What follows belongs to an exercise in optimizing a design on an open flow for small area, a short achievable clock period and few clock cycles; a production flow would make more cautious choices. At most, simulation tests tie the RTL to the original design; equivalence was not proved. No functional check of the RTL was part of runs 3 to 6. Power and IR drop assume default switching activity.

## flow/run.sh

```bash
#!/bin/bash
# The standard layout (standard synthesis, floorplan, placement, CTS,
# routing), with timing repair aiming below the clock period: repair_timing
# is asked for a setup margin of MARGIN ns at the design's own clock.
set -uo pipefail
MARGIN=${MARGIN:-6.7}
bash standard.sh SETUP_SLACK_MARGIN=$MARGIN finish > standard_flow.log 2>&1
```

## standard.sh

```bash
#!/bin/bash
# synth_recipe.tcl (not shown) runs the flow's synth.tcl, then flattens the netlist and writes it again
# the make line also repeats each setting of config.mk as NAME=value (left out here)
make -C /OpenROAD-flow-scripts/flow DESIGN_CONFIG=/design/flow/config.mk WORK_HOME=/design/flow/orfs CLKGATE_MAP_FILE= SYNTH_SCRIPT=/design/flow/synth_recipe.tcl "${@:-finish}"
```

## config.mk

```make
export PLATFORM = sky130hd
export DESIGN_NAME = rx_framer
export DESIGN_NICKNAME = rx_framer
export VERILOG_FILES = /design/flow/design.v
export SDC_FILE = /design/flow/constraint.sdc
export NUM_CORES = 4
export LEC_CHECK = 0
export CAP_MARGIN = 20
export CORE_MARGIN = 2
export CORE_UTILIZATION = 50
export CTS_CLUSTER_DIAMETER = 150
export CTS_CLUSTER_SIZE = 25
export SETUP_SLACK_MARGIN = 5
export SLEW_MARGIN = 20
```

## constraint.sdc

```tcl
create_clock -name core_clock -period 10.0 [get_ports {clk}]
set_input_delay 2.0000 -clock core_clock [delete_from_list [all_inputs] [get_ports {clk}]]
set_output_delay 2.0000 -clock core_clock [all_outputs]
set_load 0.01 [all_outputs]
```

## design.v

```verilog
module rx_framer (
    input  wire        clk,
    input  wire        rst,             
    input  wire        poll_valid,
    output reg         poll_ready,
    input  wire        poll_has_byte,   
    input  wire [7:0]  poll_byte,
    input  wire [31:0] poll_now,        
    output reg         resp_valid,
    output reg         resp_inact,      
    output reg         resp_frame_ok,   
    output reg         resp_crc_err,    
    output reg         fo_valid,
    output reg  [7:0]  fo_data
);
    localparam [7:0]  HEADER1     = 8'hAA;
    localparam [7:0]  HEADER2     = 8'h55;
    localparam [7:0]  TERMINATOR  = 8'h0D;
    localparam [7:0]  MAX_PAYLOAD = 8'd121;
    localparam [31:0] INACT_MS    = 32'd1500;
    localparam        NCH         = 121;    
    localparam [1:0]  MAXOUT      = 2'd3;   
    wire accept = poll_valid & poll_ready & ~rst;
    reg [31:0] t_last;
    always @(posedge clk)
        if (accept & poll_has_byte)
            t_last <= poll_now;
    wire [20:0] t_hi1  = t_last[31:11] + 21'd1;
    wire [11:0] t_up   = {1'b0, t_last[10:0]} + 12'd1500;
    wire [11:0] t_dn   = {1'b0, t_last[10:0]} - 12'd548;
    wire        c_eq0  = poll_now[31:11] == t_last[31:11];
    wire        c_eq1  = poll_now[31:11] == t_hi1;
    wire        c_ge   = poll_now[10:0] >= t_last[10:0];
    wire        c_up   = t_up[11] || poll_now[10:0] <= t_up[10:0];
    wire        c_dn   = !t_dn[11] && poll_now[10:0] <= t_dn[10:0];
    reg       s0_v, s0_has;
    reg       s0_eq0, s0_eq1, s0_ge, s0_up, s0_dn;
    reg [7:0] s0_b;
    reg       s0_h1, s0_h2, s0_ack, s0_len, s0_term;
    always @(posedge clk) begin
        s0_v    <= accept;
        s0_has  <= poll_has_byte;
        s0_eq0  <= c_eq0;
        s0_eq1  <= c_eq1;
        s0_ge   <= c_ge;
        s0_up   <= c_up;
        s0_dn   <= c_dn;
        s0_b    <= poll_byte;
        s0_h1   <= poll_byte == HEADER1;
        s0_h2   <= poll_byte == HEADER2;
        s0_ack  <= poll_byte[7:1] == 7'd0;
        s0_len  <= poll_byte <= MAX_PAYLOAD;
        s0_term <= poll_byte == TERMINATOR;
    end
    localparam [3:0] F_IDLE = 4'd0, F_SH1 = 4'd1, F_SH2 = 4'd2, F_SLEN = 4'd3,
                     F_PAY  = 4'd4, F_CLO = 4'd5, F_CHI = 4'd6, F_TERM = 4'd7,
                     F_DISC = 4'd8;
    reg [3:0] fst;
    reg [6:0] rem;           
    reg [6:0] len;           
    reg       ack;           
    reg [3:0] rm;            
    reg [2:0] pins;          
    reg       s1_v, s1_inact, s1_wr, s1_cload, s1_cstep, s1_clo, s1_chi, s1_done;
    reg [7:0] s1_b;
    wire      near  = (s0_eq0 & s0_ge & s0_up) | (s0_eq1 & ~s0_ge & s0_dn);
    wire      inact = s0_v && (fst != F_IDLE) && !near;
    wire [3:0] fst0 = inact ? F_IDLE : fst;
    reg [3:0] fst_n;
    reg       wr_n, cload_n, cstep_n, clo_n, chi_n, done_n;
    always @(*) begin
        fst_n   = fst0;
        wr_n    = 1'b0;
        cload_n = 1'b0;
        cstep_n = 1'b0;
        clo_n   = 1'b0;
        chi_n   = 1'b0;
        done_n  = 1'b0;
        if (s0_has) begin
            case (fst0)
                F_IDLE: if (s0_h1) fst_n = F_SH1;
                F_SH1:
                    if (s0_h2)      fst_n = F_SH2;
                    else if (s0_h1) fst_n = F_SH1;
                    else            fst_n = F_IDLE;
                F_SH2:
                    if (s0_ack)     fst_n = F_SLEN;
                    else if (s0_h1) fst_n = F_SH1;
                F_SLEN:
                    if (s0_len) begin
                        fst_n = (s0_b[6:0] == 7'd0) ? F_CLO : F_PAY;
                        cload_n = 1'b1;
                    end else if (s0_h1) fst_n = F_SH1;
                    else fst_n = F_IDLE;
                F_PAY: begin
                    if (rem == 7'd1) fst_n = F_CLO;
                    cstep_n = 1'b1; wr_n = 1'b1;
                end
                F_CLO: begin fst_n = F_CHI; clo_n = 1'b1; end
                F_CHI: begin fst_n = F_TERM; chi_n = 1'b1; end
                F_TERM:
                    if (s0_term) begin fst_n = F_IDLE; done_n = 1'b1; end
                    else fst_n = F_DISC;
                default:  
                    if (s0_h1) fst_n = F_SH1;
            endcase
        end
    end
    wire [6:0] lm1 = s0_b[6:0] - 7'd1;
    wire rem_load = s0_v && s0_has && fst0 == F_SLEN;
    wire rem_dec  = s0_v && s0_has && fst0 == F_PAY;
    always @(posedge clk) begin
        if (rst) begin
            fst  <= F_IDLE;
            s1_v <= 1'b0;
        end else begin
            s1_v <= s0_v;
            if (s0_v) begin
                fst <= fst_n;
                if (s0_has && fst0 == F_SH2) ack <= s0_b[0];
                if (s0_has && fst0 == F_SLEN) begin
                    len  <= s0_b[6:0];
                    rm   <= lm1[6:3] + {3'd0, lm1[2:0] != 3'd0};
                    pins <= 3'd0 - lm1[2:0];
                end
            end
        end
        s1_inact <= inact;
        s1_wr    <= s0_v & wr_n;
        s1_cload <= s0_v & cload_n;
        s1_cstep <= s0_v & cstep_n;
        s1_clo   <= s0_v & clo_n;
        s1_chi   <= s0_v & chi_n;
        s1_done  <= s0_v & done_n;
        s1_b     <= s0_b;
    end
    localparam [15:0] CRC_A0 = 16'hB06E, CRC_A1 = 16'h70AF;
    reg [15:0] crc;
    reg        crc_ok;
    reg [15:0] crc_step;
    integer k;
    always @(*) begin
        crc_step = (s1_cload ? (ack ? CRC_A1 : CRC_A0) : crc) ^ {8'h00, s1_b};
        for (k = 0; k < 8; k = k + 1)
            crc_step = crc_step[0] ? ((crc_step >> 1) ^ 16'hA001) : (crc_step >> 1);
    end
    always @(posedge clk) begin
        if (s1_cload | s1_cstep)
            crc <= crc_step;
        if (s1_clo)
            crc_ok <= (s1_b == crc[7:0]);
        if (s1_chi)
            crc_ok <= crc_ok & (s1_b == crc[15:8]);
    end
    reg [6:0] ph;                      
    wire oshift = ph[3];               
    reg [8*NCH-1:0] chain;
    integer i;
    always @(posedge clk)
        if (s1_wr | oshift) begin
            chain[7:0] <= s1_b;
            for (i = 1; i < NCH; i = i + 1)
                chain[8*i +: 8] <= (i < 8 && i <= pins) ? s1_b : chain[8*(i-1) +: 8];
        end
    wire r_v     = s1_v;
    wire r_inact = s1_inact;
    wire r_ok    = s1_done & crc_ok;
    wire r_err   = s1_done & ~crc_ok;
    reg [1:0] q_inact, q_ok, q_err;    
    reg [1:0] q_n;
    reg       busy;
    reg       pend_inact;
    reg [1:0] nout;                    
    wire q_ne = (q_n != 2'd0);
    wire src_v     = q_ne | r_v;
    wire src_inact = q_ne ? q_inact[0] : r_inact;
    wire src_ok    = q_ne ? q_ok[0]    : r_ok;
    wire src_err   = q_ne ? q_err[0]   : r_err;
    wire take  = ~busy & src_v;        
    wire pop   = take & q_ne;
    wire push  = r_v & (busy | q_ne);
    wire start = take & src_ok;
    wire [15:0] rsel = 16'd1 << rm;
    reg [7:0] ch_rd;
    integer g;
    always @(*) begin
        ch_rd = 8'h00;
        for (g = 0; g < 16; g = g + 1)
            ch_rd = ch_rd | (chain[64*g +: 8] & {8{rsel[g]}});
    end
    wire resp_n = busy ? ph[6] : (take & ~src_ok);
    always @(posedge clk) begin
        if (start)
            rem <= len;
        else if (oshift)
            rem <= rem - 7'd1;
        else if (rem_load)
            rem <= s0_b[6:0];
        else if (rem_dec)
            rem <= rem - 7'd1;
    end
    always @(posedge clk) begin
        if (rst) begin
            q_n        <= 2'd0;
            busy       <= 1'b0;
            ph         <= 7'd0;
            resp_valid <= 1'b0;
            fo_valid   <= 1'b0;
            nout       <= 2'd0;
            poll_ready <= 1'b1;
        end else begin
            if (pop) begin
                q_inact <= {1'b0, q_inact[1]};
                q_ok    <= {1'b0, q_ok[1]};
                q_err   <= {1'b0, q_err[1]};
            end
            if (push) begin
                if (q_n - {1'b0, pop} == 2'd0) begin
                    q_inact[0] <= r_inact; q_ok[0] <= r_ok; q_err[0] <= r_err;
                end else begin
                    q_inact[1] <= r_inact; q_ok[1] <= r_ok; q_err[1] <= r_err;
                end
            end
            q_n <= q_n + {1'b0, push} - {1'b0, pop};
            resp_valid <= resp_n;
            fo_valid   <= busy | start;
            if (busy) begin
                if (ph[3]) begin
                    if (rem == 7'd1) ph <= 7'b0010000;
                end else if (ph[2] && len == 7'd0) begin
                    ph <= 7'b0010000;
                end else begin
                    ph <= {ph[5:0], 1'b0};
                end
                if (ph[6]) busy <= 1'b0;
            end else if (start) begin
                busy       <= 1'b1;
                ph         <= 7'b0000001;
                pend_inact <= src_inact;
            end
            nout       <= nout + {1'b0, s0_v} - {1'b0, resp_n};
            poll_ready <= ({1'b0, nout} + {2'b0, s0_v} - {2'b0, resp_n} + {2'b0, poll_ready})
                          < {1'b0, MAXOUT};
        end
    end
    always @(posedge clk) begin
        if (busy) begin
            resp_inact    <= pend_inact;
            resp_frame_ok <= 1'b1;
            resp_crc_err  <= 1'b0;
        end else begin
            resp_inact    <= src_inact;
            resp_frame_ok <= 1'b0;
            resp_crc_err  <= src_err;
        end
        case (1'b1)
            ~busy:  fo_data <= HEADER1;
            ph[0]:  fo_data <= HEADER2;
            ph[1]:  fo_data <= {7'd0, ack};
            ph[2]:  fo_data <= {1'b0, len};
            ph[3]:  fo_data <= ch_rd;
            ph[4]:  fo_data <= crc[7:0];
            ph[5]:  fo_data <= crc[15:8];
            default: fo_data <= TERMINATOR;
        endcase
    end
endmodule
```

==> results of run 1 <==
synth_stat cells, types with 14 or more instances:
cell type | instances | share of area (%)
sky130_fd_sc_hd__a211oi_1 | 14 | 0.27
sky130_fd_sc_hd__ha_1 | 34 | 1.1
sky130_fd_sc_hd__inv_1 | 41 | 0.40
sky130_fd_sc_hd__nand4_1 | 15 | 0.24
sky130_fd_sc_hd__mux2_2 | 67 | 2.0
sky130_fd_sc_hd__xor2_1 | 46 | 1.0
sky130_fd_sc_hd__dfxtp_1 | 65 | 3.4
sky130_fd_sc_hd__a22oi_1 | 19 | 0.37
sky130_fd_sc_hd__nor3_1 | 24 | 0.31
sky130_fd_sc_hd__clkbuf_1 | 30 | 0.29
sky130_fd_sc_hd__edfxtp_1 | 1046 | 82
sky130_fd_sc_hd__o21ai_0 | 39 | 0.51
sky130_fd_sc_hd__nand3_1 | 19 | 0.25
sky130_fd_sc_hd__nor2b_1 | 21 | 0.34
sky130_fd_sc_hd__a21oi_1 | 40 | 0.52
sky130_fd_sc_hd__xnor2_1 | 55 | 1.3
sky130_fd_sc_hd__nand2_1 | 64 | 0.63
sky130_fd_sc_hd__nor2_1 | 67 | 0.65
sky130_fd_sc_hd__mux2i_1 | 18 | 0.47
report_power, final:
| part | leakage (nW) | switching [mW] | total [mW] | internal [mW] |
|---|---|---|---|---|
| Clock | 0.671 | 1.32 | 2.27 | 0.951 |
| Combinational | 2.46 | 0.211 | 0.389 | 0.178 |
| Sequential | 9.94 | 0.0629 | 5.15 | 5.09 |
cells by family (layout without fill, tap and decap cells):
kind of cell    Yosys count  after routing  share of synthesized area [%]
compound gates          215            215                           3.88
xor+xnor                103            103                           2.39
fa+ha+maj                36             36                           1.21
buf+inv                  91            190                          0.961
flops                  1111           1111                           85.1
mux                      89             89                           2.67
simple gates            283            284                           3.76
sequential cells by signal, indices dropped and copies added (netlist names), 2 cells and up:
signal   cells
q_ok         2
fo_data      8
fst          4
rem          7
pins         3
nout         2
rm           4
t_last      32
s0_b         8
len          7
ph           7
s1_b         8
q_n          2
q_inact      2
chain      968
crc         16
q_err        2
layout make-up:
type,count,area (sq um)
clock buffers,69,1340
clock inverters,3,45.0
fillers,5838,34200
inverters,43,169
multi-input cells,727,5440
flip-flops and latches,1111,32700
well taps,1030,1290
repair buffers,75,786
repair_timing:
| action | 4_1_cts | 5_1_grt |
|---|---|---|
| pin swaps | 2 | 5 |
| gates cloned | 1 | 0 |
| endpoints found under the setup margin | 401 | 360 |
| resized for setup | 30 | 22 |
| setup buffers | 1 | 2 |
metal layers:
metal,global-route usage [%],routed length (um),vias to the layer above
met1,24.8,30600,8374
met5,0,13,-
met3,2.68,2770,101
met4,4.86,1800,2
met2,23.5,27900,314
li1,-,-,7634
final timing paths:
path / startpoint / to / slack (ns) / depth (start not counted)
setup / recovery: poll_now[24] / s0_eq1 / 6.74 / 6
hold / removal: s0_b[7] / s1_b[7] / 0.34 / 0
setup reg to reg: ph[3] / chain[495] / 6.74 / 3
hold reg to reg: s0_b[7] / s1_b[7] / 0.34 / 0
per-stage QoR:
| stage | area (sq um) | cells | util (%) | setup WS (ns) | hold slack (ns) |
|---|---|---|---|---|---|
| 2_1_floorplan | 38500 | 1928 | - | 1.90 | 0.310 |
| 3_3_place_gp | 40200 | 2981 | 53.0 | 5.36 | 0.315 |
| 3_5_place_dp | 40200 | 2981 | 53.0 | 5.24 | 0.320 |
| 4_1_cts | 41600 | 3055 | 54.8 | 6.68 | 0.344 |
| 5_1_grt | 41800 | 3058 | 55.0 | 6.58 | 0.353 |
| 6_report | 41800 | 3058 | 55.0 | 6.74 | 0.341 |
==> flow_metrics.env, run 1 <==
export IMPL_outcome="no timing/DRC/antenna violations"
export IMPL_number_of_antenna_violations_at_the_first_check_in_global_routing=3
export IMPL_count_of_endpoints_failing_hold_in_the_final_timing_report=0
export IMPL_critPathArrivalTime_ns=3.83
export IMPL_timing_slew_headroom_pct=29.7
export IMPL_cts_sinks=1111
export IMPL_routedWlPerCell_um=20.6
export IMPL_area_growth_syn_to_layout_pct=8.74
export IMPL_clock_insertion_delay_worst_skew_ns=0.63
export IMPL_synthesis_area_sq_mm=0.0384
export IMPL_p_per_area_mw_per_mm2=187
export IMPL_die_outline_area_sq_mm=0.0791
export IMPL_design_core_area_sq_mm=0.0759
export IMPL_grt_use_total_pct=16.0
export IMPL_overflow=0
export IMPL_synth_area_per_cell_sq_um=19.9
export IMPL_slew_violations=0
export IMPL_initial_core_util_pct=50.6
export IMPL_setup_tns_ns=0
export IMPL_detail_route_antenna_nets=0
export IMPL_worst_path_largest_cell_delay_ns=0.54
export IMPL_rsz0062_at_grt="yes"
export IMPL_critical_path_startpoint_type="input port"
export IMPL_final_worst_path_cycle_share_pct=32.6
export IMPL_postSynth_asyncResetShare_pct=0
export IMPL_design_power_total_mw=7.81
export IMPL_cp_data_required_time_ns=10.58
export IMPL_place_port_buffers=57
export IMPL_post_route_cells_drive_above_1_share_pct=8.78
export IMPL_finalWorstPathRequiredPeriod_ns=3.26
export IMPL_crit_path_slowest_cell="sky130_fd_sc_hd__clkdlybuf4s50_1"
export IMPL_dp_hpwl_um=38400
export IMPL_route_vias_total=16425
export IMPL_yosys_warnings=1
export IMPL_setup_worst_path_end_class="register"
export IMPL_cp_cell_sequence="clkdlybuf4s50_1 -> xor2_2 -> xnor2_1 -> or4_4 -> a221oi_4 -> o221a_1"
export IMPL_yosysSeqAreaShare_pct=85.1
export IMPL_cts_hold_repair_buffers=0
export IMPL_rows=101
export IMPL_drtIter0Drc=1700
export IMPL_biggest_fanout_along_the_worst_timing_path=2
export IMPL_detail_route_first_pass_iterations=5
export IMPL_first_global_vias=16032
export IMPL_yosys_cell_types_count=77
export IMPL_syn_inst_count=1928
export IMPL_final_nets=2088
export IMPL_cts_clk_slew_worst_paths_ns=0.10
export IMPL_chipHeight_um=281
export IMPL_cts_path_max_buffers=3
export IMPL_max_freq_mhz=307
export IMPL_postSynthNetCount=2008
export IMPL_critical_path_top_delay_family="buffers and inverters"
export IMPL_fin_worst_skew_ns=0.0291
export IMPL_pin_count=58
export IMPL_peakVddDrop_mv=0.133
export IMPL_drc_errors=0
export IMPL_critPathKind="input port to register"
export IMPL_routabilityCongestion=0.821
export IMPL_layout_commonest_cell="sky130_fd_sc_hd__edfxtp_1"
export IMPL_ys_seq_elements=1111
export IMPL_cts_buffers_inserted=50
export IMPL_power_leakage_nw=13.1
export IMPL_reported_max_cap_violation_count=0
export IMPL_timing_worst_slew_pin_value_ns=1.05
export IMPL_antenna_cells_inserted=0
export IMPL_worst_path_buf_inv=1
export IMPL_maximum_number_of_pins_on_one_net_before_global_route_repair=206
export IMPL_route_final_wire_length_um=63100
export IMPL_cts_htree_levels=2
export IMPL_die_w_um=281
export IMPL_global_route_wire_length_before_repair_um=95700
export IMPL_most_used_cells_in_the_layout_excluding_fill_and_tap_cells="sky130_fd_sc_hd__edfxtp_1, sky130_fd_sc_hd__mux2_2, sky130_fd_sc_hd__nor2_1"
export IMPL_synth_edff_count=1046
export IMPL_report_final_setup_viol=0
export IMPL_avgViaCountPerCell=5.37
export IMPL_clock_tree_from_tritoncts="yes"
export IMPL_clock_root_buffer="sky130_fd_sc_hd__clkbuf_16"
export IMPL_synth_flop_cell="sky130_fd_sc_hd__edfxtp_1"
export IMPL_path_category_of_the_worst_min_delay_check="register to register"
Testbench counts, summed over its fixed seeds: cycles 13,352.
==> inputs of run 2 (changes only) <==
--- a/config.mk
+++ b/config.mk
@@ -8,5 +8,5 @@
 export CAP_MARGIN = 20
 export CORE_MARGIN = 2
-export CORE_UTILIZATION = 50
+export CORE_UTILIZATION = 65
 export CTS_CLUSTER_DIAMETER = 150
 export CTS_CLUSTER_SIZE = 25
==> flow_metrics.env, run 2 <==
export IMPL_die_outline_area_sq_mm=0.0611
export IMPL_synth_edff_count=1046
export IMPL_drc_errors=0
export IMPL_multi_input_area_sq_mm=0.00542
export IMPL_grt_use_total_pct=21.1
export IMPL_rsz0062_at_grt="yes"
export IMPL_timing_worst_slew_pin_value_ns=1.02
export IMPL_path_category_of_the_worst_min_delay_check="register to register"
export IMPL_design_core_area_sq_mm=0.0587
export IMPL_cts_path_max_buffers=3
export IMPL_gr_usage_met1_pct=32.2
export IMPL_syn_inst_count=1928
export IMPL_route_final_wire_length_um=63100
export IMPL_post_synth_most_frequent_cells="sky130_fd_sc_hd__edfxtp_1, sky130_fd_sc_hd__mux2_2, sky130_fd_sc_hd__nor2_1"
export IMPL_routedWlPerCell_um=22.5
export IMPL_detail_route_first_pass_iterations=7
export IMPL_power_leakage_nw=13.1
export IMPL_synthesis_area_sq_mm=0.0384
export IMPL_design_power_total_mw=7.80
export IMPL_overflow=0
export IMPL_report_final_setup_viol=0
export IMPL_post_synth_top_area_fraction_pct=81.7
export IMPL_synthMostInstantiatedCell="sky130_fd_sc_hd__edfxtp_1"
export IMPL_first_global_vias=15717
export IMPL_final_seq_area_sq_mm=0.0327
export IMPL_yosys_cell_types_count=77
export IMPL_place_port_buffers=57
export IMPL_cts_hold_repair_buffers=0
export IMPL_cp_cell_sequence="clkdlybuf4s50_1 -> xor2_2 -> xnor2_1 -> or4_4 -> a221oi_2 -> o221a_1"
export IMPL_clock_tree_from_tritoncts="yes"
export IMPL_number_of_antenna_violations_at_the_first_check_in_global_routing=2
export IMPL_critPathArrivalTime_ns=3.81
export IMPL_num_fill_cells=3533
export IMPL_utilization_pct=70.7
export IMPL_layout_commonest_cell="sky130_fd_sc_hd__edfxtp_1"
export IMPL_synth_area_per_cell_sq_um=19.9
export IMPL_synth_area_leader_cell="sky130_fd_sc_hd__edfxtp_1"
export IMPL_post_route_cells_drive_above_1_share_pct=8.72
export IMPL_fin_worst_skew_ns=0.0247
export IMPL_postSynth_asyncResetShare_pct=0
export IMPL_clock_root_buffer="sky130_fd_sc_hd__clkbuf_16"
export IMPL_synth_flop_cell="sky130_fd_sc_hd__edfxtp_1"
export IMPL_cts_clk_slew_worst_paths_ns=0.10
export IMPL_count_of_endpoints_failing_hold_in_the_final_timing_report=0
export IMPL_crit_path_slowest_cell="sky130_fd_sc_hd__clkdlybuf4s50_1"
export IMPL_chipHeight_um=247
export IMPL_final_nets=2091
export IMPL_die_w_um=247
export IMPL_worst_path_buf_inv=1
export IMPL_critical_path_startpoint_type="input port"
export IMPL_worst_path_largest_cell_delay_ns=0.52
export IMPL_initial_core_util_pct=65.5
export IMPL_drtIter0Drc=1666
export IMPL_timing_slew_headroom_pct=32.0
export IMPL_largest_register="chain"
export IMPL_reported_max_cap_violation_count=0
export IMPL_peakVddDrop_mv=0.221
export IMPL_biggest_fanout_along_the_worst_timing_path=2
export IMPL_ys_seq_elements=1111
export IMPL_cts_sinks=1111
export IMPL_dp_hpwl_um=38200
export IMPL_most_used_cells_in_the_layout_excluding_fill_and_tap_cells="sky130_fd_sc_hd__edfxtp_1, sky130_fd_sc_hd__mux2_2, sky130_fd_sc_hd__nor2_1"
export IMPL_antenna_cells_inserted=0
export IMPL_busiest_layer="met1"
export IMPL_p_per_area_mw_per_mm2=188
export IMPL_final_worst_path_cycle_share_pct=32.6
export IMPL_critical_path_top_delay_family="buffers and inverters"
export IMPL_rows=89
export IMPL_max_freq_mhz=307
export IMPL_route_vias_total=16479
export IMPL_largestRegisters="chain (968), t_last (32), crc (16)"
export IMPL_slew_violations=0
export IMPL_critPathKind="input port to register"
export IMPL_maximum_number_of_pins_on_one_net_before_global_route_repair=197
export IMPL_hold_slack_ns=0.352
export IMPL_outcome="no timing/DRC/antenna violations"
export IMPL_global_route_wire_length_before_repair_um=94700
export IMPL_avgViaCountPerCell=5.88
export IMPL_yosys_warnings=1
export IMPL_cp_data_required_time_ns=10.55
export IMPL_grtUsageMet2_pct=31.6
export IMPL_largest_reg_flops=968
export IMPL_postSynthNetCount=2008
export IMPL_setup_tns_ns=0
export IMPL_cts_buffers_inserted=50
export IMPL_clock_insertion_delay_worst_skew_ns=0.63
export IMPL_finalWorstPathRequiredPeriod_ns=3.26
export IMPL_cts_htree_levels=2
export IMPL_yosysSeqAreaShare_pct=85.1
export IMPL_detail_route_antenna_nets=0
export IMPL_setup_worst_path_end_class="register"
export IMPL_pin_count=58
export IMPL_globalRouteMet3Util_pct=4.18
export IMPL_yosys_top_cells_area="sky130_fd_sc_hd__edfxtp_1, sky130_fd_sc_hd__dfxtp_1, sky130_fd_sc_hd__mux2_2, sky130_fd_sc_hd__xnor2_1, sky130_fd_sc_hd__ha_1"
export IMPL_routabilityCongestion=0.881
export IMPL_area_growth_syn_to_layout_pct=7.91
run 2: cell counts after synthesis:
Identical to the previous run, type by type.
run 2: layout make-up:
type / instances / share of cell area, %
well taps: 773 / 2.33
flip-flops and latches: 1111 / 78.9
repair buffers: 78 / 1.96
clock buffers: 68 / 3.23
inverters: 43 / 0.398
multi-input cells: 727 / 13.1
clock inverters: 3 / 0.109
run 2: worst reg2reg max path, cell delays in order, from the launching register on:
cell and delay (ns):
sky130_fd_sc_hd__edfxtp_1 0.33, sky130_fd_sc_hd__buf_4 0.46, sky130_fd_sc_hd__nor2b_1 0.63, sky130_fd_sc_hd__a22oi_1 0.21
sky130_fd_sc_hd__o221ai_1 0.23, sky130_fd_sc_hd__a21oi_1 0.10, sky130_fd_sc_hd__a311oi_1 0.49, sky130_fd_sc_hd__a21oi_1 0.08
sky130_fd_sc_hd__a211oi_1 0.53
run 2: repair_timing:
action,CTS,global route
setup buffers,2,3
gates resized for setup,26,17
gates cloned,1,0
setup endpoints to repair,378,366
pin swaps,5,3
run 2: path summary, 6_finish.rpt:
path / from / end / slack [ns] / depth (start not counted)
worst max-delay path: poll_now[28] / s0_eq1 / 6.74 / 6
worst min-delay path: s0_b[7] / s1_b[7] / 0.35 / 0
worst max register to register: rm[0] / fo_data[0] / 6.79 / 8
worst min register to register: s0_b[7] / s1_b[7] / 0.35 / 0
run 2: logic make-up (layout without fill, tap and decap cells):
family                     Yosys count  count (layout)  synth area share [%]
muxes                               89              89                  2.67
buffers and inverters               91             192                 0.961
adders and majority gates           36              36                  1.21
xor gates and xnor gates           103             103                  2.39
and+or+nand+nor                    283             284                  3.76
AOI/OAI and AO/OA                  215             215                  3.88
DFF                               1111            1111                  85.1
run 2: report_power, final:
group	internal, mW	total (mW)	switching, mW
registers	5.09	5.15	0.0625
logic	0.180	0.395	0.215
clock network	0.950	2.26	1.31
total	6.22	7.80	1.59
run 2: routing by layer:
| metal | vias up | part of all wire, % | wire [um] |
|---|---|---|---|
| met1 | 8305 | 46 | 28700 |
| met2 | 451 | 46 | 29100 |
| met4 | 0 | 2.1 | 1360 |
| li1 | 7644 | - | - |
| met5 | - | 0 | 0 |
| met3 | 79 | 6.1 | 3880 |
run 2: through the flow:
step	cell area (sq um)	setup slack (ns)	instances
after global placement	39900	5.76	2726
final	41500	6.74	2803
after detailed placement	39900	5.72	2726
after CTS	41400	6.70	2800
after floorplan	38500	1.90	1928
after global routing	41500	6.61	2803
==> inputs of run 3 (changes only) <==
--- a/design.v
+++ b/design.v
@@ -26,14 +26,10 @@
         if (accept & poll_has_byte)
             t_last <= poll_now;
+    wire [11:0] d_lo   = {1'b0, poll_now[10:0]} - {1'b0, t_last[10:0]};
     wire [20:0] t_hi1  = t_last[31:11] + 21'd1;
-    wire [11:0] t_up   = {1'b0, t_last[10:0]} + 12'd1500;
-    wire [11:0] t_dn   = {1'b0, t_last[10:0]} - 12'd548;
-    wire        c_eq0  = poll_now[31:11] == t_last[31:11];
-    wire        c_eq1  = poll_now[31:11] == t_hi1;
-    wire        c_ge   = poll_now[10:0] >= t_last[10:0];
-    wire        c_up   = t_up[11] || poll_now[10:0] <= t_up[10:0];
-    wire        c_dn   = !t_dn[11] && poll_now[10:0] <= t_dn[10:0];
-    reg       s0_v, s0_has;
-    reg       s0_eq0, s0_eq1, s0_ge, s0_up, s0_dn;
+    wire        hi_eq0 = poll_now[31:11] == t_last[31:11];
+    wire        hi_eq1 = poll_now[31:11] == t_hi1;
+    wire        near   = (d_lo[11] ? hi_eq1 : hi_eq0) && (d_lo[10:0] <= INACT_MS[10:0]);
+    reg       s0_v, s0_has, s0_e;
     reg [7:0] s0_b;
     reg       s0_h1, s0_h2, s0_ack, s0_len, s0_term;
@@ -41,9 +37,5 @@
         s0_v    <= accept;
         s0_has  <= poll_has_byte;
-        s0_eq0  <= c_eq0;
-        s0_eq1  <= c_eq1;
-        s0_ge   <= c_ge;
-        s0_up   <= c_up;
-        s0_dn   <= c_dn;
+        s0_e    <= ~near;
         s0_b    <= poll_byte;
         s0_h1   <= poll_byte == HEADER1;
@@ -64,6 +56,5 @@
     reg       s1_v, s1_inact, s1_wr, s1_cload, s1_cstep, s1_clo, s1_chi, s1_done;
     reg [7:0] s1_b;
-    wire      near  = (s0_eq0 & s0_ge & s0_up) | (s0_eq1 & ~s0_ge & s0_dn);
-    wire      inact = s0_v && (fst != F_IDLE) && !near;
+    wire      inact = s0_v && (fst != F_IDLE) && s0_e;
     wire [3:0] fst0 = inact ? F_IDLE : fst;
     reg [3:0] fst_n;
--- a/config.mk
+++ b/config.mk
@@ -8,5 +8,5 @@
 export CAP_MARGIN = 20
 export CORE_MARGIN = 2
-export CORE_UTILIZATION = 65
+export CORE_UTILIZATION = 50
 export CTS_CLUSTER_DIAMETER = 150
 export CTS_CLUSTER_SIZE = 25
==> flow_metrics.env, run 3 <==
export IMPL_outcome="no timing/DRC/antenna violations"
export IMPL_global_route_wire_length_before_repair_um=95000
export IMPL_postSynthNetCount=2009
export IMPL_post_synth_top_area_fraction_pct=81.9
export IMPL_rr_endpoint="fo_data[2]"
export IMPL_report_final_setup_viol=0
export IMPL_postSynth_asyncResetShare_pct=0
export IMPL_yosys_cell_types_count=78
export IMPL_cts_hold_repair_buffers=0
export IMPL_biggest_fanout_along_the_worst_timing_path=3
export IMPL_busiest_layer="met1"
export IMPL_first_global_vias=15950
export IMPL_route_final_wire_length_um=62400
export IMPL_finalWorstPathRequiredPeriod_ns=3.51
export IMPL_post_route_cells_drive_above_1_share_pct=11.8
export IMPL_endpoint="s0_e"
export IMPL_maximum_number_of_pins_on_one_net_before_global_route_repair=209
export IMPL_number_of_antenna_violations_at_the_first_check_in_global_routing=1
export IMPL_max_freq_mhz=285
export IMPL_clock_power_share_pct=29.2
export IMPL_dp_hpwl_um=36700
export IMPL_worst_reg_to_reg_setup_slack_ns=6.89
export IMPL_cts_buffers_inserted=50
export IMPL_drc_errors=0
export IMPL_synthMostInstantiatedCell="sky130_fd_sc_hd__edfxtp_1"
export IMPL_post_synth_most_frequent_cells="sky130_fd_sc_hd__edfxtp_1, sky130_fd_sc_hd__nor2_1, sky130_fd_sc_hd__nand2_1"
export IMPL_gr_usage_met1_pct=25.1
export IMPL_critical_path_startpoint_type="input port"
export IMPL_final_nets=2111
export IMPL_antenna_cells_inserted=0
export IMPL_final_seq_area_sq_mm=0.0326
export IMPL_area_growth_syn_to_layout_pct=9.65
export IMPL_setup_worst_path_end_class="register"
export IMPL_overflow=0
export IMPL_globalRouteMet3Util_pct=2.39
export IMPL_die_w_um=281
export IMPL_startpoint="poll_now[0]"
export IMPL_yosys_warnings=1
export IMPL_worst_path_largest_cell_delay_ns=0.39
export IMPL_p_per_area_mw_per_mm2=186
export IMPL_r2r_worst_path_cells=9
export IMPL_grt_use_total_pct=15.8
export IMPL_detail_route_first_pass_iterations=5
export IMPL_switching_part_of_the_total_power_pct=20.6
export IMPL_power_leakage_nw=13.2
export IMPL_ys_seq_elements=1107
export IMPL_largest_reg_flops=968
export IMPL_multi_input_area_sq_mm=0.00563
export IMPL_count_of_endpoints_failing_hold_in_the_final_timing_report=0
export IMPL_largestRegisters="chain (968), t_last (32), crc (16)"
export IMPL_cts_path_max_buffers=3
export IMPL_detail_route_antenna_nets=0
export IMPL_syn_inst_count=1938
export IMPL_combPwrFrac_pct=5.3
export IMPL_synth_area_per_cell_sq_um=19.8
export IMPL_chipHeight_um=281
export IMPL_rows=101
export IMPL_num_fill_cells=5750
export IMPL_place_port_buffers=57
export IMPL_grtUsageMet2_pct=22.9
export IMPL_route_vias_total=16656
export IMPL_design_power_total_mw=7.82
export IMPL_synthesis_area_sq_mm=0.0383
export IMPL_setup_tns_ns=0
export IMPL_clock_insertion_delay_worst_skew_ns=0.64
export IMPL_yosysSeqAreaShare_pct=85.1
export IMPL_cp_cell_sequence="clkbuf_2 -> inv_1 -> ha_2 -> fa_2 -> buf_4 -> nor3b_1 -> mux2i_1 -> o31ai_1 -> a211oi_2 -> nor4_2 -> o21ai_1 -> nand4_1"
export IMPL_yosys_top_cells_area="sky130_fd_sc_hd__edfxtp_1, sky130_fd_sc_hd__dfxtp_1, sky130_fd_sc_hd__mux2_2, sky130_fd_sc_hd__xnor2_1, sky130_fd_sc_hd__xor2_1"
export IMPL_fin_worst_skew_ns=0.0236
export IMPL_cts_clk_slew_worst_paths_ns=0.11
export IMPL_reported_max_cap_violation_count=0
export IMPL_crit_path_slowest_cell="sky130_fd_sc_hd__fa_2"
export IMPL_synth_area_leader_cell="sky130_fd_sc_hd__edfxtp_1"
export IMPL_critPathKind="input port to register"
export IMPL_routabilityCongestion=0.838
export IMPL_routedWlPerCell_um=20.2
export IMPL_rsz0062_at_grt="yes"
export IMPL_die_outline_area_sq_mm=0.0789
export IMPL_drtIter0Drc=1684
export IMPL_initial_core_util_pct=50.5
export IMPL_final_worst_path_cycle_share_pct=35.1
export IMPL_timing_slew_headroom_pct=24.3
export IMPL_slew_violations=0
export IMPL_cp_data_required_time_ns=10.59
export IMPL_synth_edff_count=1046
export IMPL_avgViaCountPerCell=5.39
export IMPL_clock_root_buffer="sky130_fd_sc_hd__clkbuf_16"
export IMPL_critical_path_reg2reg_startpoint="rm[1]"
export IMPL_pin_count=58
export IMPL_cts_sinks=1107
export IMPL_internal_power_mw=6.21
export IMPL_largest_register="chain"
export IMPL_design_core_area_sq_mm=0.0759
export IMPL_peakVddDrop_mv=0.159
export IMPL_timing_worst_slew_pin_value_ns=1.13
export IMPL_path_category_of_the_worst_min_delay_check="register to register"
export IMPL_layout_commonest_cell="sky130_fd_sc_hd__edfxtp_1"
export IMPL_power_switching_mw=1.61
export IMPL_sequentialPowerShare_pct=65.5
export IMPL_cts_htree_levels=2
export IMPL_critPathArrivalTime_ns=4.11
export IMPL_synth_flop_cell="sky130_fd_sc_hd__edfxtp_1"
export IMPL_clock_tree_from_tritoncts="yes"
export IMPL_most_used_cells_in_the_layout_excluding_fill_and_tap_cells="sky130_fd_sc_hd__edfxtp_1, sky130_fd_sc_hd__nor2_1, sky130_fd_sc_hd__mux2_2"
## run 3: changes by cell type in the layout (fill, tap and decap cells not counted), sizes merged, moves of 9 or more
cell,previous run,this run
xor2,46,37
o21ai,41,56
clkdlybuf4s50,41,31
nand4,15,6
a21oi,40,60
buf,20,44
ha,34,24
## run 3: layer usage
| layer | vias up | wire length, um |
|---|---|---|
| li1 | 7693 | - |
| met1 | 8591 | 30500 |
| met2 | 285 | 28200 |
| met3 | 87 | 2440 |
| met4 | 0 | 1280 |
| met5 | - | 0 |
## run 3: critical path, delay by kind of cell
| kind | cells | cell delay [ns] |
|---|---|---|
| compound gates | 3 | 0.65 |
| buf+inv | 3 | 0.28 |
| simple gates | 3 | 0.46 |
| fa+ha+maj | 2 | 0.59 |
| mux | 1 | 0.11 |
## run 3: logic make-up (layout without fill, tap and decap cells)
group	Yosys count	count (layout)	share of synthesized area (%)
compound gates	231	231	4.08
flops	1107	1107	85.1
buf+inv	96	218	1.00
fa+ha+maj	27	27	0.940
simple gates	290	290	3.88
mux	91	91	2.75
xor+xnor	96	96	2.21
## run 3: area by class of cell
class	instances	area share, %
flip-flops and latches	1107	77.6
multi-input cells	735	13.4
clock buffers	68	3.14
well taps	1030	3.07
repair buffers	100	2.16
inverters	46	0.411
clock inverters	4	0.182
## run 3: worst min-delay path by stage
stage                 start       to  slack, ns  depth (start not counted)
finish              s0_b[7]  s1_b[7]       0.35                          0
global route        s0_b[7]  s1_b[7]       0.37                          0
CTS                 s0_b[7]  s1_b[7]       0.36                          0
detailed placement  s0_b[7]  s1_b[7]       0.36                          0
global placement    s0_b[7]  s1_b[7]       0.35                          0
floorplan           s0_b[7]  s1_b[7]       0.31                          0
## run 3: power by group through the flow
stage / Clock (mW) / Sequential, mW / Combinational [mW]
floorplan: 0 / 5.21 / 0.277
global placement: 0 / 5.23 / 0.379
detailed placement: 0 / 5.23 / 0.398
CTS: 2.38 / 5.13 / 0.399
global route: 2.52 / 5.13 / 0.468
finish: 2.28 / 5.13 / 0.413
## run 3: metrics by stage
| step | worst slack (ns) | hold slack, ns | utilization (%) | area (sq um) | instances |
|---|---|---|---|---|---|
| floorplan | 1.92 | 0.310 | - | 38500 | 1938 |
| global placement | 5.33 | 0.353 | 53.0 | 40300 | 2987 |
| detailed placement | 5.22 | 0.361 | 53.0 | 40300 | 2987 |
| CTS | 6.37 | 0.362 | 55.0 | 41800 | 3065 |
| global route | 6.40 | 0.370 | 55.3 | 42000 | 3090 |
| finish | 6.49 | 0.353 | 55.3 | 42000 | 3090 |
## run 3: what timing repair did
action                                  in CTS  in global routing
resized for setup                           49                 48
pin swaps                                   16                 32
endpoints found under the setup margin      62                124
buffers inserted                             6                 24
==> inputs of run 4 (changes only) <==
--- a/flow/run.sh
+++ b/flow/run.sh
@@ -4,4 +4,4 @@
 # is asked for a setup margin of MARGIN ns at the design's own clock.
 set -uo pipefail
-MARGIN=${MARGIN:-6.7}
+MARGIN=${MARGIN:-7.0}
 bash standard.sh SETUP_SLACK_MARGIN=$MARGIN finish > standard_flow.log 2>&1
==> flow_metrics.env, run 4 <==
export IMPL_maximum_number_of_pins_on_one_net_before_global_route_repair=204
export IMPL_largest_reg_flops=968
export IMPL_number_of_antenna_violations_at_the_first_check_in_global_routing=1
export IMPL_critPathArrivalTime_ns=4.08
export IMPL_critPathKind="input port to register"
export IMPL_synth_edff_count=1046
export IMPL_global_route_wire_length_before_repair_um=96700
export IMPL_p_per_area_mw_per_mm2=186
export IMPL_synthesis_area_sq_mm=0.0383
export IMPL_clock_tree_from_tritoncts="yes"
export IMPL_synth_area_leader_cell="sky130_fd_sc_hd__edfxtp_1"
export IMPL_biggest_fanout_along_the_worst_timing_path=5
export IMPL_power_switching_mw=1.60
export IMPL_yosysSeqAreaShare_pct=85.1
export IMPL_final_nets=2115
export IMPL_clock_insertion_delay_worst_skew_ns=0.65
export IMPL_final_worst_path_cycle_share_pct=36.0
export IMPL_dp_worst_setup_slack_ns=5.29
export IMPL_drc_errors=0
export IMPL_crit_path_slowest_cell="sky130_fd_sc_hd__a2111oi_1"
export IMPL_yosys_top_cells_area="sky130_fd_sc_hd__edfxtp_1, sky130_fd_sc_hd__dfxtp_1, sky130_fd_sc_hd__mux2_2, sky130_fd_sc_hd__xnor2_1, sky130_fd_sc_hd__xor2_1"
export IMPL_dp_cells=2985
export IMPL_ys_seq_elements=1107
export IMPL_switching_part_of_the_total_power_pct=20.4
export IMPL_yosys_cell_types_count=78
export IMPL_worst_path_buf_inv=1
export IMPL_post_synth_top_area_fraction_pct=81.9
export IMPL_pin_count=58
export IMPL_globalRouteMet3Util_pct=2.11
export IMPL_post_synth_most_frequent_cells="sky130_fd_sc_hd__edfxtp_1, sky130_fd_sc_hd__nor2_1, sky130_fd_sc_hd__nand2_1"
export IMPL_grtUsageMet2_pct=23.8
export IMPL_largest_register="chain"
export IMPL_max_freq_mhz=278
export IMPL_cp_data_required_time_ns=10.47
export IMPL_worst_path_largest_cell_delay_ns=0.42
export IMPL_chipHeight_um=281
export IMPL_count_of_endpoints_failing_hold_in_the_final_timing_report=0
export IMPL_gr_usage_met1_pct=25.5
export IMPL_peakVddDrop_mv=0.188
export IMPL_slew_violations=0
export IMPL_setup_tns_ns=0
export IMPL_stdcell_count=3094
export IMPL_route_final_wire_length_um=63100
export IMPL_post_route_cells_drive_above_1_share_pct=13.1
export IMPL_setup_worst_path_end_class="register"
export IMPL_largestRegisters="chain (968), t_last (32), crc (16)"
export IMPL_critical_path_top_delay_family="compound AO/OA/AOI/OAI gates"
export IMPL_design_core_area_sq_mm=0.0759
export IMPL_area_growth_syn_to_layout_pct=9.99
export IMPL_routabilityCongestion=0.837
export IMPL_detail_route_antenna_nets=0
export IMPL_postSynth_asyncResetShare_pct=0
export IMPL_reported_max_cap_violation_count=0
export IMPL_grt_use_total_pct=16.0
export IMPL_utilization_pct=55.5
export IMPL_critical_path_startpoint_type="input port"
export IMPL_final_critical_path_setup_slack_ns=6.40
export IMPL_cts_clk_slew_worst_paths_ns=0.11
export IMPL_initial_core_util_pct=50.5
export IMPL_synthMostInstantiatedCell="sky130_fd_sc_hd__edfxtp_1"
export IMPL_drtIter0Drc=1784
export IMPL_first_global_vias=16047
export IMPL_timing_worst_slew_pin_value_ns=1.20
export IMPL_routedWlPerCell_um=20.4
export IMPL_avgViaCountPerCell=5.36
export IMPL_finalWorstPathRequiredPeriod_ns=3.60
export IMPL_detail_route_first_pass_iterations=5
export IMPL_die_w_um=281
export IMPL_cts_buffers_inserted=50
export IMPL_die_outline_area_sq_mm=0.0789
export IMPL_overflow=0
export IMPL_rows=101
export IMPL_cts_path_max_buffers=3
export IMPL_cts_sinks=1107
export IMPL_synth_flop_cell="sky130_fd_sc_hd__edfxtp_1"
export IMPL_cp_cell_sequence="buf_2 -> ha_4 -> a21oi_2 -> o21ai_2 -> a22oi_4 -> o21a_1 -> a41oi_1 -> a2111oi_1 -> and4_1 -> nand4_1"
export IMPL_design_power_total_mw=7.82
export IMPL_report_final_setup_viol=0
export IMPL_cts_htree_levels=2
export IMPL_finalInstanceArea_sq_mm=0.0422
export IMPL_route_vias_total=16581
export IMPL_fin_worst_skew_ns=0.0582
export IMPL_antenna_cells_inserted=0
export IMPL_hold_slack_ns=0.338
export IMPL_postSynthNetCount=2009
export IMPL_sequentialPowerShare_pct=65.6
export IMPL_internal_power_mw=6.23
export IMPL_dp_hpwl_um=36300
export IMPL_clock_power_share_pct=29.0
export IMPL_synth_area_per_cell_sq_um=19.8
export IMPL_busiest_layer="met1"
export IMPL_power_leakage_nw=13.2
export IMPL_path_category_of_the_worst_min_delay_check="register to register"
export IMPL_placed_area_sq_mm=0.0403
export IMPL_outcome="no timing/DRC/antenna violations"
export IMPL_most_used_cells_in_the_layout_excluding_fill_and_tap_cells="sky130_fd_sc_hd__edfxtp_1, sky130_fd_sc_hd__nor2_1, sky130_fd_sc_hd__mux2_2"
export IMPL_syn_inst_count=1938
export IMPL_combPwrFrac_pct=5.5
export IMPL_yosys_warnings=1
export IMPL_place_port_buffers=57
export IMPL_layout_commonest_cell="sky130_fd_sc_hd__edfxtp_1"
export IMPL_timing_slew_headroom_pct=20.1
export IMPL_rsz0062_at_grt="yes"
export IMPL_clock_root_buffer="sky130_fd_sc_hd__clkbuf_16"
## run 4: cell count changes in the layout (fill, tap and decap cells not counted), moves of 3 or more
cell / before / now
sky130_fd_sc_hd__buf_2: 0 / 10
sky130_fd_sc_hd__buf_4: 36 / 33
sky130_fd_sc_hd__buf_6: 3 / 14
sky130_fd_sc_hd__clkbuf_2: 10 / 1
sky130_fd_sc_hd__clkdlybuf4s15_1: 4 / 0
sky130_fd_sc_hd__clkinvlp_4: 0 / 3
sky130_fd_sc_hd__dfxtp_1: 59 / 50
sky130_fd_sc_hd__dfxtp_2: 2 / 11
sky130_fd_sc_hd__dlygate4sd2_1: 9 / 2
sky130_fd_sc_hd__inv_1: 44 / 41
sky130_fd_sc_hd__nor2b_1: 18 / 15
sky130_fd_sc_hd__nor2b_2: 1 / 4
## run 4: final cells by class
| class | instances | area [sq um] |
|---|---|---|
| clock buffer | 70 | 1350 |
| clock inverter | 2 | 28.8 |
| fill | 5751 | 33800 |
| inverter | 46 | 184 |
| multi-input combinational | 738 | 5650 |
| sequential | 1107 | 32600 |
| tap | 1030 | 1290 |
| timing repair buffer | 101 | 1010 |
## run 4: kinds of logic after synthesis
kind of cell | synth area share [%]
AO/OA/AOI/OAI | 4.08
XOR/XNOR | 2.21
adder cells (fa/ha/maj) | 0.940
buffers and inverters | 1.00
flip-flops | 85.1
multiplexers | 2.75
AND/OR/NAND/NOR | 3.88
## run 4: power by group through the flow
| stage | clock (mW) | combinational [mW] | sequential, mW |
|---|---|---|---|
| finish | 2.27 | 0.427 | 5.13 |
| global placement | 0 | 0.379 | 5.23 |
| global route | 2.50 | 0.479 | 5.14 |
| floorplan | 0 | 0.277 | 5.21 |
| detailed placement | 0 | 0.402 | 5.23 |
| CTS | 2.36 | 0.417 | 5.13 |
## run 4: layer usage
layer	vias to the layer above	wire (um)
li1	7708	-
met1	8527	31400
met2	278	28300
met3	68	2190
met4	0	1210
met5	-	0
## run 4: what timing repair did
item | 4_1_cts | 5_1_grt
endpoints found under the setup margin | 437 | 129
hold buffers | 0 | 0
pin swaps | 34 | 17
setup buffers | 29 | 3
gates cloned | 5 | 0
resized for setup | 139 | 33
## run 4: worst reg2reg max path, cell delays in order, from the launching register on
cell and delay, ns:
sky130_fd_sc_hd__edfxtp_1 0.38, sky130_fd_sc_hd__clkbuf_8 0.31, sky130_fd_sc_hd__nor2_1 0.60, sky130_fd_sc_hd__a221oi_1 0.15
sky130_fd_sc_hd__or3_1 0.34, sky130_fd_sc_hd__o21ai_1 0.08, sky130_fd_sc_hd__a221oi_1 0.13, sky130_fd_sc_hd__a2111o_1 0.51
sky130_fd_sc_hd__a31oi_1 0.31
## run 4: worst paths after layout
| path | start | end | slack (ns) | cells after the start |
|---|---|---|---|---|
| worst max-delay path | poll_now[6] | s0_e | 6.40 | 10 |
| worst min-delay path | s0_b[7] | s1_b[7] | 0.34 | 0 |
| worst max register to register | rm[2] | fo_data[6] | 7.10 | 8 |
| worst min register to register | s0_b[7] | s1_b[7] | 0.34 | 0 |
==> inputs of run 5 (changes only) <==
--- a/design.v
+++ b/design.v
@@ -26,9 +26,5 @@
         if (accept & poll_has_byte)
             t_last <= poll_now;
-    wire [11:0] d_lo   = {1'b0, poll_now[10:0]} - {1'b0, t_last[10:0]};
-    wire [20:0] t_hi1  = t_last[31:11] + 21'd1;
-    wire        hi_eq0 = poll_now[31:11] == t_last[31:11];
-    wire        hi_eq1 = poll_now[31:11] == t_hi1;
-    wire        near   = (d_lo[11] ? hi_eq1 : hi_eq0) && (d_lo[10:0] <= INACT_MS[10:0]);
+    wire [31:0] elapsed = poll_now - t_last;
     reg       s0_v, s0_has, s0_e;
     reg [7:0] s0_b;
@@ -37,5 +33,5 @@
         s0_v    <= accept;
         s0_has  <= poll_has_byte;
-        s0_e    <= ~near;
+        s0_e    <= elapsed > INACT_MS;
         s0_b    <= poll_byte;
         s0_h1   <= poll_byte == HEADER1;
@@ -52,6 +48,4 @@
     reg [6:0] len;           
     reg       ack;           
-    reg [3:0] rm;            
-    reg [2:0] pins;          
     reg       s1_v, s1_inact, s1_wr, s1_cload, s1_cstep, s1_clo, s1_chi, s1_done;
     reg [7:0] s1_b;
@@ -98,5 +92,4 @@
         end
     end
-    wire [6:0] lm1 = s0_b[6:0] - 7'd1;
     wire rem_load = s0_v && s0_has && fst0 == F_SLEN;
     wire rem_dec  = s0_v && s0_has && fst0 == F_PAY;
@@ -110,9 +103,5 @@
                 fst <= fst_n;
                 if (s0_has && fst0 == F_SH2) ack <= s0_b[0];
-                if (s0_has && fst0 == F_SLEN) begin
-                    len  <= s0_b[6:0];
-                    rm   <= lm1[6:3] + {3'd0, lm1[2:0] != 3'd0};
-                    pins <= 3'd0 - lm1[2:0];
-                end
+                if (s0_has && fst0 == F_SLEN) len <= s0_b[6:0];
             end
         end
@@ -146,4 +135,7 @@
     reg [6:0] ph;                      
     wire oshift = ph[3];               
+    wire [6:0] lm1  = len - 7'd1;
+    wire [3:0] rm   = lm1[6:3] + {3'd0, lm1[2:0] != 3'd0};
+    wire [2:0] pins = 3'd0 - lm1[2:0];
     reg [8*NCH-1:0] chain;
     integer i;
--- a/flow/run.sh
+++ b/flow/run.sh
@@ -4,4 +4,4 @@
 # is asked for a setup margin of MARGIN ns at the design's own clock.
 set -uo pipefail
-MARGIN=${MARGIN:-7.0}
+MARGIN=${MARGIN:-6.7}
 bash standard.sh SETUP_SLACK_MARGIN=$MARGIN finish > standard_flow.log 2>&1
--- a/config.mk
+++ b/config.mk
@@ -9,6 +9,4 @@
 export CORE_MARGIN = 2
 export CORE_UTILIZATION = 50
-export CTS_CLUSTER_DIAMETER = 150
-export CTS_CLUSTER_SIZE = 25
 export SETUP_SLACK_MARGIN = 5
 export SLEW_MARGIN = 20
==> flow_metrics.env, run 5 <==
export IMPL_outcome="no timing/DRC/antenna violations"
export IMPL_power_leakage_nw=15.0
export IMPL_ys_seq_elements=1100
export IMPL_critical_path_reg2reg_startpoint="len[1]"
export IMPL_final_seq_area_sq_mm=0.0324
export IMPL_setup_tns_ns=0
export IMPL_rsz0062_at_grt="yes"
export IMPL_final_worst_path_cycle_share_pct=40.5
export IMPL_p_per_area_mw_per_mm2=210
export IMPL_clock_insertion_delay_worst_skew_ns=0.67
export IMPL_min_from="s0_b[7]"
export IMPL_yosys_top_cells_area="sky130_fd_sc_hd__edfxtp_1, sky130_fd_sc_hd__dfxtp_1, sky130_fd_sc_hd__mux2_2, sky130_fd_sc_hd__ha_1, sky130_fd_sc_hd__xnor2_1"
export IMPL_cts_hold_repair_buffers=0
export IMPL_cp_data_required_time_ns=10.53
export IMPL_first_global_vias=17965
export IMPL_critPathArrivalTime_ns=4.58
export IMPL_postSynthNetCount=2166
export IMPL_routedWlPerCell_um=21.1
export IMPL_drtIter0Drc=1881
export IMPL_synthesis_area_sq_mm=0.0388
export IMPL_hold_slack_ns=0.327
export IMPL_grt_use_total_pct=18.2
export IMPL_cts_htree_levels=3
export IMPL_syn_inst_count=2073
export IMPL_cts_path_max_buffers=3
export IMPL_worstHoldEndpoint="s1_b[7]"
export IMPL_fin_worst_skew_ns=0.0245
export IMPL_pin_count=58
export IMPL_yosysSeqAreaShare_pct=83.5
export IMPL_route_vias_total=18463
export IMPL_chipHeight_um=283
export IMPL_avgViaCountPerCell=5.42
export IMPL_area_growth_syn_to_layout_pct=18.3
export IMPL_num_fill_cells=5704
export IMPL_yosys_warnings=1
export IMPL_post_synth_top_area_fraction_pct=80.4
export IMPL_worst_hold_path_num_cells=0
export IMPL_sequentialPowerShare_pct=53.0
export IMPL_design_core_area_sq_mm=0.0772
export IMPL_setup_worst_path_end_class="register"
export IMPL_placed_area_sq_mm=0.0407
export IMPL_largest_register="chain"
export IMPL_die_outline_area_sq_mm=0.0799
export IMPL_synth_area_per_cell_sq_um=18.7
export IMPL_dp_hpwl_um=42600
export IMPL_place_port_buffers=57
export IMPL_synth_edff_count=1039
export IMPL_dp_cells=3124
export IMPL_count_of_endpoints_failing_hold_in_the_final_timing_report=0
export IMPL_rr_endpoint="fo_data[0]"
export IMPL_clock_power_share_pct=41.7
export IMPL_path_category_of_the_worst_min_delay_check="register to register"
export IMPL_utilization_pct=59.5
export IMPL_synth_flop_cell="sky130_fd_sc_hd__edfxtp_1"
export IMPL_largestRegisters="chain (968), t_last (32), crc (16)"
export IMPL_r2r_worst_path_cells=19
export IMPL_multi_input_area_sq_mm=0.00678
export IMPL_antenna_cells_inserted=0
export IMPL_clock_tree_from_tritoncts="yes"
export IMPL_timing_worst_slew_pin_value_ns=1.10
export IMPL_critPathKind="input port to register"
export IMPL_internal_power_mw=7.62
export IMPL_max_freq_mhz=247
export IMPL_yosys_cell_types_count=76
export IMPL_power_switching_mw=2.04
export IMPL_cts_sinks=1100
export IMPL_initial_core_util_pct=50.3
export IMPL_synthMostInstantiatedCell="sky130_fd_sc_hd__edfxtp_1"
export IMPL_die_w_um=283
export IMPL_report_final_setup_viol=0
export IMPL_overflow=0
export IMPL_synth_area_leader_cell="sky130_fd_sc_hd__edfxtp_1"
export IMPL_detail_route_antenna_nets=0
export IMPL_number_of_antenna_violations_at_the_first_check_in_global_routing=2
export IMPL_peakVddDrop_mv=0.163
export IMPL_final_nets=2367
export IMPL_biggest_fanout_along_the_worst_timing_path=4
export IMPL_drc_errors=0
export IMPL_cts_buffers_inserted=107
export IMPL_largest_reg_flops=968
export IMPL_layout_commonest_cell="sky130_fd_sc_hd__edfxtp_1"
export IMPL_post_route_cells_drive_above_1_share_pct=20.9
export IMPL_switching_part_of_the_total_power_pct=21.1
export IMPL_timing_slew_headroom_pct=26.7
export IMPL_slew_violations=0
export IMPL_reported_max_cap_violation_count=0
export IMPL_routabilityCongestion=0.845
export IMPL_critical_path_startpoint_type="input port"
export IMPL_detail_route_first_pass_iterations=5
export IMPL_stdcell_count=3408
export IMPL_route_final_wire_length_um=72000
export IMPL_post_synth_most_frequent_cells="sky130_fd_sc_hd__edfxtp_1, sky130_fd_sc_hd__nor2_1, sky130_fd_sc_hd__a21oi_1"
export IMPL_cts_clk_slew_worst_paths_ns=0.06
export IMPL_most_used_cells_in_the_layout_excluding_fill_and_tap_cells="sky130_fd_sc_hd__edfxtp_1, sky130_fd_sc_hd__clkbuf_16, sky130_fd_sc_hd__nor2_1"
export IMPL_finalInstanceArea_sq_mm=0.0459
export IMPL_clock_root_buffer="sky130_fd_sc_hd__clkbuf_16"
export IMPL_worst_reg_to_reg_setup_slack_ns=6.35
export IMPL_global_route_wire_length_before_repair_um=109000
export IMPL_rows=102
export IMPL_combPwrFrac_pct=5.3
export IMPL_finalWorstPathRequiredPeriod_ns=4.05
export IMPL_maximum_number_of_pins_on_one_net_before_global_route_repair=205
export IMPL_postSynth_asyncResetShare_pct=0
[run 5: cell types whose count changed after synthesis, moves of 13 or more]
cell and delta:
sky130_fd_sc_hd__o21ai_1 -13, sky130_fd_sc_hd__o21ai_0 +22, sky130_fd_sc_hd__nor2_1 +15, sky130_fd_sc_hd__clkbuf_1 +18, sky130_fd_sc_hd__a21oi_1 +23, sky130_fd_sc_hd__ha_1 +22, sky130_fd_sc_hd__inv_1 +22
[run 5: through the flow]
step                setup slack, ns  power (mW)
floorplan                      1.94        5.51
global placement               4.68        5.67
detailed placement             4.67        5.68
CTS                            5.96        9.77
global route                   5.91        10.0
finish                         5.95        9.66
[run 5: final cells by class]
type | instances | area share (%)
timing repair buffer | 156 | 3.39
sequential | 1100 | 70.6
multi-input combinational | 842 | 14.8
clock buffer | 134 | 6.34
tap | 1040 | 2.83
inverter | 67 | 0.556
clock inverter | 69 | 1.48
[run 5: what timing repair did]
| item | CTS | global route |
|---|---|---|
| gates resized for setup | 233 | 48 |
| pin swaps | 66 | 39 |
| setup buffers | 57 | 17 |
| setup endpoints to repair | 55 | 42 |
| cloned | 6 | 0 |
| endpoints found under the hold margin | 0 | 0 |
[run 5: routing by layer]
layer / GRT usage [%] / vias up / wire [um]
li1: - / 8459 / -
met2: 26.5 / 503 / 32000
met3: 3.24 / 162 / 3520
met5: 0 / - / 0
met4: 6.21 / 0 / 2270
met1: 27.7 / 9339 / 34200
[run 5: worst max-delay path, cell delays in order]
cell                              delay (ns)
sky130_fd_sc_hd__clkdlybuf4s15_2        0.21
sky130_fd_sc_hd__ha_4                   0.18
sky130_fd_sc_hd__a21oi_2                0.16
sky130_fd_sc_hd__buf_4                  0.13
sky130_fd_sc_hd__buf_4                  0.10
sky130_fd_sc_hd__buf_4                  0.09
sky130_fd_sc_hd__buf_4                  0.09
sky130_fd_sc_hd__nor3_1                 0.04
sky130_fd_sc_hd__or4_4                  0.46
sky130_fd_sc_hd__o21bai_4               0.16
sky130_fd_sc_hd__a31oi_4                0.11
sky130_fd_sc_hd__buf_4                  0.16
sky130_fd_sc_hd__a21oi_2                0.12
sky130_fd_sc_hd__o31ai_2                0.08
sky130_fd_sc_hd__xor2_1                 0.16
sky130_fd_sc_hd__nor4_2                 0.25
sky130_fd_sc_hd__nand4_1                0.09
[run 5: how the worst max path moves through the flow]
stage	start	to	slack (ns)	depth (start not counted)
after global placement	poll_now[0]	s0_e	4.68	13
after detailed placement	poll_now[0]	s0_e	4.67	13
after CTS	poll_now[4]	s0_e	5.96	11
final	poll_now[7]	s0_e	5.95	17
after floorplan	ph[3]	chain[0]	1.94	3
after global routing	poll_now[7]	s0_e	5.91	17
[run 5: logic make-up after synthesis]
| group | Yosys count | synth area share, % |
|---|---|---|
| mux | 93 | 2.62 |
| simple gates | 328 | 4.14 |
| buf+inv | 132 | 1.39 |
| compound gates | 288 | 4.83 |
| flops | 1100 | 83.5 |
| fa+ha+maj | 49 | 1.64 |
| xor+xnor | 83 | 1.87 |
[run 5: power by group through the flow]
stage	sequential (mW)	clock [mW]	combinational [mW]
CTS	5.12	4.15	0.504
global placement	5.21	0	0.458
detailed placement	5.21	0	0.469
finish	5.12	4.03	0.508
floorplan	5.18	0	0.328
global route	5.12	4.32	0.570
==> inputs of run 6 (changes only) <==
--- a/design.v
+++ b/design.v
@@ -135,15 +135,8 @@
     reg [6:0] ph;                      
     wire oshift = ph[3];               
-    wire [6:0] lm1  = len - 7'd1;
-    wire [3:0] rm   = lm1[6:3] + {3'd0, lm1[2:0] != 3'd0};
-    wire [2:0] pins = 3'd0 - lm1[2:0];
     reg [8*NCH-1:0] chain;
-    integer i;
     always @(posedge clk)
-        if (s1_wr | oshift) begin
-            chain[7:0] <= s1_b;
-            for (i = 1; i < NCH; i = i + 1)
-                chain[8*i +: 8] <= (i < 8 && i <= pins) ? s1_b : chain[8*(i-1) +: 8];
-        end
+        if (s1_wr | oshift)
+            chain <= {chain[8*NCH-9:0], s1_b};
     wire r_v     = s1_v;
     wire r_inact = s1_inact;
@@ -164,11 +157,21 @@
     wire push  = r_v & (busy | q_ne);
     wire start = take & src_ok;
-    wire [15:0] rsel = 16'd1 << rm;
+    wire [6:0]  lm1     = len - 7'd1;
+    wire [7:0]  rsel_lo = 8'd1 << lm1[2:0];
+    wire [15:0] rsel_hi = 16'd1 << lm1[6:3];
+    reg [8*16-1:0] ch_grp;
     reg [7:0] ch_rd;
-    integer g;
+    integer j, g;
     always @(*) begin
+        for (g = 0; g < 16; g = g + 1) begin
+            ch_grp[8*g +: 8] = 8'h00;
+            for (j = 0; j < 8; j = j + 1)
+                if (8*g + j < NCH)
+                    ch_grp[8*g +: 8] = ch_grp[8*g +: 8] |
+                                       (chain[8*(8*g+j) +: 8] & {8{rsel_lo[j]}});
+        end
         ch_rd = 8'h00;
         for (g = 0; g < 16; g = g + 1)
-            ch_rd = ch_rd | (chain[64*g +: 8] & {8{rsel[g]}});
+            ch_rd = ch_rd | (ch_grp[8*g +: 8] & {8{rsel_hi[g]}});
     end
     wire resp_n = busy ? ph[6] : (take & ~src_ok);
==> flow_metrics.env, run 6 <==
export IMPL_outcome="no timing/DRC/antenna violations"
export IMPL_yosysSeqAreaShare_pct=76.0
export IMPL_power_leakage_nw=16.7
export IMPL_initial_core_util_pct=50.3
export IMPL_rows=107
export IMPL_drc_errors=0
export IMPL_route_final_wire_length_um=118000
export IMPL_chipHeight_um=296
export IMPL_pin_count=58
export IMPL_cts_buffers_inserted=109
export IMPL_yosys_warnings=1
export IMPL_setup_worst_path_end_class="register"
export IMPL_sequentialPowerShare_pct=53.0
export IMPL_postSynth_asyncResetShare_pct=0
export IMPL_biggest_fanout_along_the_worst_timing_path=5
export IMPL_number_of_antenna_violations_at_the_first_check_in_global_routing=2
export IMPL_final_critical_path_setup_slack_ns=5.64
export IMPL_num_fill_cells=6195
export IMPL_clock_tree_from_tritoncts="yes"
export IMPL_synth_flop_cell="sky130_fd_sc_hd__edfxtp_1"
export IMPL_internal_power_mw=7.53
export IMPL_post_route_cells_drive_above_1_share_pct=20.0
export IMPL_grt_use_total_pct=26.5
export IMPL_antenna_cells_inserted=0
export IMPL_largest_register="chain"
export IMPL_design_power_total_mw=9.61
export IMPL_place_port_buffers=57
export IMPL_worst_path_largest_cell_delay_ns=0.46
export IMPL_cts_path_max_buffers=3
export IMPL_design_core_area_sq_mm=0.0849
export IMPL_detail_route_first_pass_iterations=6
export IMPL_detail_route_antenna_nets=0
export IMPL_finalInstanceArea_sq_mm=0.0517
export IMPL_area_growth_syn_to_layout_pct=21.2
export IMPL_max_freq_mhz=229
export IMPL_post_synth_top_area_fraction_pct=73.1
export IMPL_critPathArrivalTime_ns=4.89
export IMPL_most_used_cells_in_the_layout_excluding_fill_and_tap_cells="sky130_fd_sc_hd__edfxtp_1, sky130_fd_sc_hd__a22oi_1, sky130_fd_sc_hd__clkbuf_16"
export IMPL_syn_inst_count=2610
export IMPL_routedWlPerCell_um=28.9
export IMPL_clock_power_share_pct=42.1
export IMPL_utilization_pct=60.9
export IMPL_maximum_number_of_pins_on_one_net_before_global_route_repair=199
export IMPL_largestRegisters="chain (968), t_last (32), crc (16)"
export IMPL_synth_edff_count=1039
export IMPL_synthesis_area_sq_mm=0.0427
export IMPL_slew_violations=0
export IMPL_cts_htree_levels=3
export IMPL_die_outline_area_sq_mm=0.0877
export IMPL_timing_slew_headroom_pct=33.0
export IMPL_path_category_of_the_worst_min_delay_check="register to register"
export IMPL_setup_tns_ns=0
export IMPL_avgViaCountPerCell=6.41
export IMPL_final_nets=2931
export IMPL_cts_sinks=1100
export IMPL_routabilityCongestion=0.837
export IMPL_dp_hpwl_um=57700
export IMPL_ys_seq_elements=1100
export IMPL_dp_worst_setup_slack_ns=4.42
export IMPL_dp_cells=3715
export IMPL_postSynthNetCount=2695
export IMPL_die_w_um=296
export IMPL_first_global_vias=25324
export IMPL_rsz0062_at_grt="yes"
export IMPL_layout_commonest_cell="sky130_fd_sc_hd__edfxtp_1"
export IMPL_combPwrFrac_pct=4.9
export IMPL_cp_cell_sequence="clkdlybuf4s50_1 -> ha_1 -> o21a_1 -> nor2_1 -> nor2_1 -> nand4_1 -> nand3_1 -> a2111oi_4 -> o2111ai_2 -> or4_4 -> nor4_2 -> nand4_1"
export IMPL_synth_area_leader_cell="sky130_fd_sc_hd__edfxtp_1"
export IMPL_yosys_top_cells_area="sky130_fd_sc_hd__edfxtp_1, sky130_fd_sc_hd__a22oi_1, sky130_fd_sc_hd__dfxtp_1, sky130_fd_sc_hd__a221oi_1, sky130_fd_sc_hd__a22o_1"
export IMPL_largest_reg_flops=968
export IMPL_overflow=0
[run 6: cells by family after synthesis]
group / share of synthesized area, %
compound gates: 13.6
xor+xnor: 1.45
fa+ha+maj: 1.26
buf+inv: 2.12
flops: 76.0
mux: 1.30
simple gates: 4.24
[run 6: timing repair]
item	CTS	global route
gates cloned	31	8
gates resized for setup	292	107
endpoints found under the setup margin	653	611
pin swaps	61	74
endpoints found under the hold margin	0	0
hold buffers	0	0
setup buffers	87	38
[run 6: path summary, 6_finish.rpt]
path | from | end | slack [ns] | cells past startpoint
worst max-delay path | poll_now[19] | s0_e | 5.64 | 12
worst min-delay path | s0_b[7] | s1_b[7] | 0.35 | 0
worst max register to register | len[2] | fo_data[0] | 6.55 | 14
worst min register to register | s0_b[7] | s1_b[7] | 0.35 | 0
[run 6: final cells by class]
class                   count  area, sq um  share of cell area [%]
repair buffers            258         3420                    6.61
clock buffers             138         2910                    5.63
flip-flops and latches   1100        32400                    62.7
multi-input cells        1310        10700                    20.7
clock inverters            67          601                    1.16
inverters                  67          259                   0.501
well taps                1144         1430                    2.77
[run 6: per-layer routing]
layer / routed length [um] / global-route usage, %
met5: 13 / 0
met4: 4710 / 9.41
met3: 10400 / 3.64
met2: 54600 / 41.1
met1: 48100 / 38.7
[run 6: critical path: cells and delay by family]
kind,cells,cell delay [ns]
and+or+nand+nor,7,1.33
adders and majority gates,1,0.38
buffers and inverters,1,0.45
AOI/OAI and AO/OA,3,0.73
[run 6: power groups by stage]
stage / sequential [mW] / combinational, mW / clock (mW)
global placement: 5.19 / 0.432 / 0
finish: 5.10 / 0.470 / 4.05
floorplan: 5.18 / 0.321 / 0
global route: 5.10 / 0.531 / 4.28
CTS: 5.10 / 0.462 / 4.10
detailed placement: 5.19 / 0.444 / 0

Setup slack of run 6, layout unchanged: 5.638 ns with ideal ports, 5.685 ns with driving cells assumed (clock clkbuf_16, inputs buf_2), 4.939 ns with port delays also shifted by the 0.746 ns mid clock arrival.
